Background: an optimization exercise with open tools, aiming at small area, a short achievable clock period and few clock cycles per item. Do not read the settings as production practice.
The RTL was checked by simulation tests, not by an equivalence proof against the original design.
Power and IR drop assume default switching activity.

==> design/flow/config.mk <==
export PLATFORM = sky130hd
export DESIGN_NAME = pxc_morph
export DESIGN_NICKNAME = pxc_morph
export VERILOG_FILES = /design/flow/design.v
export SDC_FILE = /design/flow/constraint.sdc
export NUM_CORES = 4
export LEC_CHECK = 0
export CAP_MARGIN = 20
export CORE_MARGIN = 2
export CORE_UTILIZATION = 40
export SLEW_MARGIN = 20
==> design/flow/constraint.sdc <==
create_clock -name core_clock -period 12.0 [get_ports {clk}]
set_input_delay 2.4000 -clock core_clock [delete_from_list [all_inputs] [get_ports {clk}]]
set_output_delay 2.4000 -clock core_clock [all_outputs]
set_load 0.01 [all_outputs]
==> design/flow/design.v <==
module pxc_morph #(
    parameter integer MAX_W = 64
) (
    input  wire       clk,
    input  wire       rst,           
    input  wire       cfg_valid,
    output wire       cfg_ready,
    input  wire       cfg_op,        
    input  wire [7:0] cfg_tgt,       
    input  wire [7:0] cfg_def,       
    input  wire [6:0] cfg_width,     
    input  wire [7:0] cfg_height,    
    input  wire       in_valid,
    output wire       in_ready,
    input  wire [7:0] in_mask,
    output reg        out_valid,
    input  wire       out_ready,
    output reg  [7:0] out_mask
);
    localparam [7:0] SENTINEL = 8'hFF;
    reg       active;
    reg       op;
    reg [7:0] tgt, def;
    reg [6:0] width;
    reg [7:0] height;
    reg [6:0] x;         
    reg [8:0] y;         
    reg [7:0] lb1 [0:MAX_W-1];
    reg [7:0] lb2 [0:MAX_W-1];
    reg [7:0] w00, w01, w02;
    reg [7:0] w10, w11, w12;
    reg [7:0] w20, w21, w22;
    wire need_in  = (x < width) && (y < {1'b0, height});
    wire emits    = (x != 7'd0) && (y != 9'd0);
    wire out_free = !out_valid || out_ready;
    wire step     = active && out_free && (!need_in || in_valid);
    wire last     = (x == width) && (y == {1'b0, height});
    assign cfg_ready = !active;
    assign in_ready  = active && need_in && out_free;
    wire [5:0] xi     = x[5:0];
    wire [7:0] col_t  = lb2[xi];
    wire [7:0] col_m  = lb1[xi];
    wire [7:0] col_b  = in_mask;
    wire [7:0] n00 = w01, n01 = w02, n02 = col_t;
    wire [7:0] n10 = w11, n11 = w12, n12 = col_m;
    wire [7:0] n20 = w21, n21 = w22, n22 = col_b;
    wire interior = (x >= 7'd2) && (x <= width - 7'd1) &&
                    (y >= 9'd2) && (y <= {1'b0, height} - 9'd1);
    wire all_ts = ((n00 == tgt) || (n00 == SENTINEL)) && ((n01 == tgt) || (n01 == SENTINEL)) &&
                  ((n02 == tgt) || (n02 == SENTINEL)) && ((n10 == tgt) || (n10 == SENTINEL)) &&
                  ((n11 == tgt) || (n11 == SENTINEL)) && ((n12 == tgt) || (n12 == SENTINEL)) &&
                  ((n20 == tgt) || (n20 == SENTINEL)) && ((n21 == tgt) || (n21 == SENTINEL)) &&
                  ((n22 == tgt) || (n22 == SENTINEL));
    wire [7:0] erode_in = ((n11 == tgt) && all_ts) ? tgt : def;
    wire any_t = (n00 == tgt) || (n01 == tgt) || (n02 == tgt) ||
                 (n10 == tgt) ||                 (n12 == tgt) ||
                 (n20 == tgt) || (n21 == tgt) || (n22 == tgt);
    wire [7:0] dilate_in = ((n11 == tgt) || (n11 == SENTINEL) || any_t) ? tgt : n11;
    wire [7:0] edge_val = (n11 == SENTINEL) ? (op ? tgt : def) : n11;
    wire [7:0] result = !interior ? edge_val : (op ? dilate_in : erode_in);
    always @(posedge clk) begin
        if (rst) begin
            active    <= 1'b0;
            out_valid <= 1'b0;
        end else begin
            if (out_valid && out_ready)
                out_valid <= 1'b0;
            if (!active) begin
                if (cfg_valid) begin
                    active <= 1'b1;
                    op     <= cfg_op;
                    tgt    <= cfg_tgt;
                    def    <= cfg_def;
                    width  <= cfg_width;
                    height <= cfg_height;
                    x      <= 7'd0;
                    y      <= 9'd0;
                end
            end else if (step) begin
                if (emits) begin
                    out_valid <= 1'b1;
                    out_mask  <= result;
                end
                if (last) begin
                    active <= 1'b0;
                end else if (x == width) begin
                    x <= 7'd0;
                    y <= y + 9'd1;
                end else begin
                    x <= x + 7'd1;
                end
            end
        end
    end
    always @(posedge clk) begin
        if (step) begin
            w00 <= n00; w01 <= n01; w02 <= n02;
            w10 <= n10; w11 <= n11; w12 <= n12;
            w20 <= n20; w21 <= n21; w22 <= n22;
            if (need_in) begin
                lb2[xi] <= col_m;
                lb1[xi] <= col_b;
            end
        end
    end
endmodule
==> design/flow/run.sh <==
#!/bin/bash
# synth_recipe.tcl (not shown) runs the flow's synth.tcl, then flattens the netlist and writes it again
# the make line also repeats each setting of config.mk as NAME=value (left out here)
make -C /OpenROAD-flow-scripts/flow DESIGN_CONFIG=/design/flow/config.mk WORK_HOME=/design/flow/orfs CLKGATE_MAP_FILE= SYNTH_SCRIPT=/design/flow/synth_recipe.tcl finish
==> run summary <==
through the flow:
| stage | cell area (µm²) | setup WS (ns) |
|---|---|---|
| after global routing | 52840 | 5.374 |
| after floorplan | 46990 | 6.659 |
| after CTS | 52840 | 5.486 |
| after detailed placement | 49130 | 5.489 |
| after global placement | 49120 | 5.417 |
| final | 52840 | 5.490 |
cell type report:
class / instances / area [µm²] / area share (%)
clock buffer: 138 / 2964 / 5.610
multi-input combinational: 1222 / 11760 / 22.25
sequential: 1136 / 34050 / 64.43
timing repair buffer: 153 / 1284 / 2.429
tap: 1524 / 1907 / 3.609
clock inverter: 76 / 745.7 / 1.411
inverter: 36 / 135.1 / 0.2557
worst paths after layout:
| kind | start | endpoint |
|---|---|---|
| max | out_ready | in_ready |
| min | w22[4]$_DFFE_PP_ | w21[4]$_DFFE_PP_ |
| max reg2reg | flip-flop | out_mask[3]$_DFFE_PP_ |
| min reg2reg | w22[4]$_DFFE_PP_ | w21[4]$_DFFE_PP_ |
cell usage in the layout (no fill, tap or decap), types with 28 or more instances in the layout:
master / instances
clkbuf_16: 115
ha_1: 39
a21oi_1: 36
inv_1: 31
xor2_1: 61
nand4_1: 28
mux2i_1: 219
nor2_1: 104
mux4_2: 133
clkdlybuf4s50_1: 47
mux4_1: 31
a22oi_1: 88
nand2_1: 71
edfxtp_1: 1128
buf_4: 95
nand3_1: 52
logic make-up after synthesis:
logic type,Yosys count,share of synthesized area [%]
flip-flops,1136,72.43
AND/OR/NAND/NOR,415,4.556
multiplexers,403,13.27
AO/OA/AOI/OAI,278,4.308
buffers and inverters,163,2.748
XOR/XNOR,87,1.654
adder cells (fa/ha/maj),39,1.039
critical path, cell delays in order:
cell and delay [ns]:
clkdlybuf4s50_1 0.45, nand2b_1 0.14, nand2_1 0.19, nor3_1 0.33
clkdlybuf4s50_1 0.60
power breakdown:
group | leakage, nW | switching [mW] | internal, mW
logic | 5.06 | 0.647 | 0.296
clock network | 1.80 | 1.52 | 2.00
registers | 10.2 | 0.0550 | 4.53
total | 17.1 | 2.22 | 6.82
per-layer routing:
layer,GRT usage [%],up-vias
met1,29.62,13040
met4,6.761,0
met2,31.92,1189
met5,0,-
li1,-,10540
met3,3.916,187
==> results_dict.tcl <==
set metrics [dict create \
    die_h_um 346.7 \
    wl_met3_um 11410 \
    post_synth.cell_area_avg_um2 18.64 \
    status "complete, no violations" \
    grt_start_max_net_pins 103 \
    clockRootBuffer "clkbuf_16" \
    wl_met1_um 52850 \
    area_delta_synth_final_pct 12.45 \
    fmax_mhz 153.6 \
    synth_commonest_cells "edfxtp_1 (1,128), mux2i_1 (219), mux4_2 (133), nor2_1 (121), a22oi_1 (88)" \
    top_layer "met4" \
    drt-initial-drc-count 3265 \
    start_util_pct 40.38 \
    antenna_found_initial 3 \
    cts_tree "built" \
    antenna_left 0 \
    clk_latency_ns 0.71 \
    path_max_fanout 5 \
    synth_most_common_cell "edfxtp_1" \
    gp_congestion 0.9153 \
    grt_pass1_vias 24360 \
    nFillCells 9824 \
    peakVddDrop_v 0.0001175 \
    grt_overflow 0 \
    finalSetupViolCount 0 \
    relSlewSlack_pct 22.49 \
    antenna_cells 0 \
    reg_top3 "lb1: 512 flops, lb2: 512 flops, y: 9 flops" \
    cp-end-kind "primary output" \
    ctsLongestPathBuffers 3 \
    dr.pass1.iters 6 \
    hold_viol 0 \
    io_buffers 55 \
    die_w_um 346.7 \
    startpoint_type "input pin" \
    post_cts_resized 0 \
    cts_max_level 3 \
    num-nets-final 2746 \
    period_needed_ns 6.510 \
    ys_seq_area_share_pct 72.43 \
    grt_setup_unrepaired "false" \
    ys_ff_latch 1136 \
    postSynthCellCount 2521 \
    finClkSkew_ns 0.04848 \
    dp_hpwl_um 76870 \
    drc 0 \
    clkSinkCount 1136 \
    worst_pin_slew_ns 1.161 \
    grt_use_total_pct 20.69 \
    hold_class "reg -> reg" \
    critPathKind "in -> out" \
    p_per_area_nw_per_um2 171.1 \
    clk_pin_slew_ns 0.06 \
    vias 24960 \
    via_per_inst 5.825 \
    wirelength_um 126300 \
    hold_ws_ns 0.4951 \
    fin_util_pct 45.41 \
    synth_top_cell_area_share_pct 72.09 \
    wire_per_inst_um 29.47 \
    placed_cells 4071 \
    fin_cells 4285 \
    power_mw 9.043 \
    ys_types 84 \
    synth_edf_count 1128 \
    yosys_warnings 1 \
    cts_made_buffers 113 \
    cts_setup_buffers 0 \
    rr_worst_depth 12 \
    core-area_um2 116400 \
    ys_async_sr_fraction_pct 0 \
    ios 56 \
    crit_required_ns 9.60 \
    yosysTopAreaCell "edfxtp_1" \
    cap_violations 0 \
    power.leakage_nw 17.10 \
    r2r_slack_ns 6.08 \
    min_path_cells 0 \
    grt_pass1_wl_um 179300 \
    met2_length_um 58170 \
    hold_buffers 0 \
    drive_gt1_share_pct 17.42 \
    critPathArrivalTime_ns 4.11 \
    fin_crit_sh_pct 54.25 \
    setup_tns_ns 0 \
    placementRows 125 \
    synth.top_cells.by_area "edfxtp_1 (72%), mux4_2 (6.4%), mux2i_1 (4.7%)" \
    final_max_slew_viol_count 0 \
    ys.flop_type "edfxtp_1" \
    syn_nets 2605 \
    synth_area_um2 46990 \
    die-area_um2 120200 \
]
Testbench counts, summed over its fixed seeds: cycles 67,566, items 62,259.

==> static timing again, ports no longer ideal <==
No port has a modelled driver above. Below, the same layout with a new extraction and two added sets of constraints.
Step 1 sets driving cells, clkbuf_16 on the clock port and buf_2 on the other inputs (assumed; they add their load-dependent delay and slew).
Step 2 also shifts input and output timing later by t, the mid clock arrival at the registers, as if the neighbouring blocks saw the same clock.
a / b / c = ideal / step 1 / step 2; a / b = the first two.
t (ns): 0.752
setup WS [ns]: 5.490 / 5.463 / 5.463
latest minus earliest clock arrival (ns): 0.049 / 0.048
worst data-port slew with drivers (ns): 0.04
After both steps setup and hold are still met in this run. The setup slack of this run moves by -0.027 ns with the drivers and by -0.027 ns with both steps.
